Background: an optimization exercise with open tools, aiming at small area, a short achievable clock period and few clock cycles per item. Do not read the settings as production practice. Function was checked by simulation only, so behaviour that the tests miss may differ from the original.

Setup of job 2800:
Design dec32, start of the top module:
module dec32 (
    input  wire        clk,
    input  wire        rst,
    input  wire        in_valid,
    output wire        in_ready,
    input  wire [31:0] in_value,
    output wire        out_valid,
    input  wire        out_ready,
    output wire [3:0]  out_len,
    output wire [87:0] out_str
);
clock: 10.0 ns
lec_check: 0
abc_area: 1
cap_margin: 5
core_margin: 2
core_utilization: 50
cts_cluster_diameter: 100
cts_cluster_size: 25
slew_margin: 5
standard.sh (not shown) runs the stock make flow with config.mk's settings and CLKGATE_MAP_FILE= SYNTH_SCRIPT=/design/flow/synth_recipe.tcl, a recipe that flattens the netlist after the stock synthesis.
==> flow/flow/run.sh <==
#!/bin/bash
# The standard layout (the standard.sh, standard synthesis included), with
# ORFS's timing repair aimed at a setup slack of 6.85 ns instead of 0 so that
# it works toward a shorter achieved period. The clock period and the SDC are
# unchanged. Every port still gets its own buffer (a buf_2 rather than the
# default pick). standard.sh's full output goes to standard.log.
export SETUP_SLACK_MARGIN=6.85
export BUFFER_PORTS_ARGS="-buffer_cell sky130_fd_sc_hd__buf_2"
bash standard.sh > standard.log 2>&1
Testbench counts of job 2800, summed over its fixed seeds: cycles 2,104, items 2,048.
Setup changes, job 2800 to job 3764
# job 2800
export LEC_CHECK = 0
export ABC_AREA = 1
export CAP_MARGIN = 5
export CORE_MARGIN = 2
export CORE_UTILIZATION = 50
export CTS_CLUSTER_DIAMETER = 100
export CTS_CLUSTER_SIZE = 25
export SLEW_MARGIN = 5
create_clock -name core_clock -period 10.0 [get_ports {clk}]
# job 3764
export LEC_CHECK = 0
export ABC_AREA = 1
export CAP_MARGIN = 20
export CORE_MARGIN = 2
export CORE_UTILIZATION = 50
export CTS_CLUSTER_DIAMETER = 80
export CTS_CLUSTER_SIZE = 25
export SLEW_MARGIN = 20
create_clock -name core_clock -period 10.0 [get_ports {clk}]
### Flow results
- Looking at met2 routing resource usage after global routing, job 3764 sits 0.30 points below job 2800.
- The buffering overhead was comparable across job 2800 and job 3764.
--- input diff job 3764..job 9193 ---
# job 3764
export LEC_CHECK = 0
export ABC_AREA = 1
export CAP_MARGIN = 20
export CORE_MARGIN = 2
export CORE_UTILIZATION = 50
export CTS_CLUSTER_DIAMETER = 80
export CTS_CLUSTER_SIZE = 25
export SLEW_MARGIN = 20
create_clock -name core_clock -period 10.0 [get_ports {clk}]
# job 9193
export LEC_CHECK = 0
export ABC_AREA = 1
export CAP_MARGIN = 20
export CORE_MARGIN = 2
export CORE_UTILIZATION = 50
export CTS_CLUSTER_DIAMETER = 100
export CTS_CLUSTER_SIZE = 30
export SLEW_MARGIN = 20
create_clock -name core_clock -period 10.0 [get_ports {clk}]
Findings:
Both conditions hold for job 9193: the flow ran to the end and the final layout passed the timing, design-rule and antenna checks. Job 9193 vs. job 3764: die area was more or less identical. Summary of job 9193 over job 3764: layout clock buffer count -5; total via count in the routed design now sits at about the same level. The worst setup path startpoint comes out o_nib[7]$_DFFE_PN_ in one run and o_nib[2]$_SDFFCE_PP1N_ in the other, namely in job 9193 and job 3764 respectively.

dec32 again, from the RTL that the note above started with.
## dec32
module dec32 (
    input  wire        clk,
    input  wire        rst,
    input  wire        in_valid,
    output wire        in_ready,
    input  wire [31:0] in_value,
    output wire        out_valid,
    input  wire        out_ready,
    output wire [3:0]  out_len,
    output wire [87:0] out_str
);
==> flow/config.mk <==
export PLATFORM = sky130hd
export DESIGN_NAME = dec32
export DESIGN_NICKNAME = dec32
export VERILOG_FILES = /design/flow/design.v
export SDC_FILE = /design/flow/constraint.sdc
export NUM_CORES = 4
export LEC_CHECK = 0
export ABC_AREA = 1
export CAP_MARGIN = 20
export CORE_MARGIN = 2
export CORE_UTILIZATION = 50
export CTS_CLUSTER_DIAMETER = 60
export CTS_CLUSTER_SIZE = 20
export SLEW_MARGIN = 20
==> flow/constraint.sdc <==
create_clock -name core_clock -period 10.0 [get_ports {clk}]
set_input_delay 2.0000 -clock core_clock [delete_from_list [all_inputs] [get_ports {clk}]]
set_output_delay 2.0000 -clock core_clock [all_outputs]
set_load 0.01 [all_outputs]
Scripts as last shown in full above: flow/flow/run.sh
The starting point produced a clean layout.
Testbench counts at the start, summed over its fixed seeds: cycles 2,104, items 2,048.
Change:
- CTS_CLUSTER_DIAMETER: 60 -> unset
- CTS_CLUSTER_SIZE: 20 -> unset
What happened:
- die area does not change
- clock-buffer cell count grows by 14
- via count grows slightly
- clock skew climbs by 0.0058 ns
- hold slack barely changes
- non-clock buffer count grows by 5
- worst setup slack gets better by 0.025 ns
Change:
- CORE_UTILIZATION: 50 -> 62
- CTS_CLUSTER_DIAMETER: unset -> 100
- CTS_CLUSTER_SIZE: unset -> 25
- clock-buffer cell count shrinks by 22
- global-route usage grows by 4.4 points
- final cell count shrinks by 3.7%
- synthesized area is unchanged
Change:
- CORE_UTILIZATION: 62 -> 50
- CTS_CLUSTER_DIAMETER: 100 -> 60
- CTS_CLUSTER_SIZE: 25 -> 30
Result: Register-to-register slack degrades by 0.03 ns; via count came out lower slightly; critical path depth does not change; final cell count came out higher by a few percent; non-clock buffer count came out higher by 15; clock-buffer cell count came out higher by 5; worst hold slack is about the same; flip-flop and latch count stays the same; synthesized cell count is unchanged.
Change:
- CORE_UTILIZATION: 50 -> 62
- CTS_CLUSTER_DIAMETER: 60 -> 100
Global-route usage goes up by 4.9 points.
Utilization goes up by 12 points.
Synthesized cell count stays the same.

what the ideal ports hide:
The flow's constraints put no driver on any port. The routed layouts listed below were extracted and timed again, unchanged, in two steps. Step 1 assumes that a clkbuf_16 drives the clock port and a buf_2 every other input. Step 2 moves the port delays by t, midway between the first and last clock arrival at a register: inputs arrive t later, outputs are due t later. That takes back most of the time a late clock gives input paths. a / b / c = no drivers / after step 1 / after step 2; a / b = the first two.
run	t, ns	setup slack, ns	hold WS [ns]	worst register clock-pin slew, ns	worst data-port slew with drivers (ns)
job 2800	0.587	6.844 / 6.787 / 6.453	0.427 / 0.427 / 0.427	0.11 / 0.11	0.05
job 3764	0.601	6.803 / 6.745 / 6.467	0.422 / 0.422 / 0.422	0.10 / 0.10	0.05
job 9193	0.591	6.837 / 6.779 / 6.462	0.427 / 0.427 / 0.427	0.12 / 0.12	0.05
the first run of note 2	0.623	6.838 / 6.782 / 6.446	0.415 / 0.415 / 0.415	0.08 / 0.08	0.05
the second run of note 2	0.591	6.863 / 6.808 / 6.444	0.416 / 0.416 / 0.416	0.07 / 0.07	0.05
the third run of note 2	0.568	6.818 / 6.765 / 6.467	0.415 / 0.415 / 0.415	0.11 / 0.11	0.08
the fourth run of note 2	0.623	6.839 / 6.781 / 6.441	0.414 / 0.414 / 0.414	0.09 / 0.09	0.05
the fifth run of note 2	0.578	6.817 / 6.764 / 6.476	0.419 / 0.419 / 0.419	0.12 / 0.12	0.08
After both steps setup and hold are still met in every run listed. For the second run of note 2, which loses most, drivers alone change the setup slack by -0.055 ns; drivers and shift together by -0.419 ns.
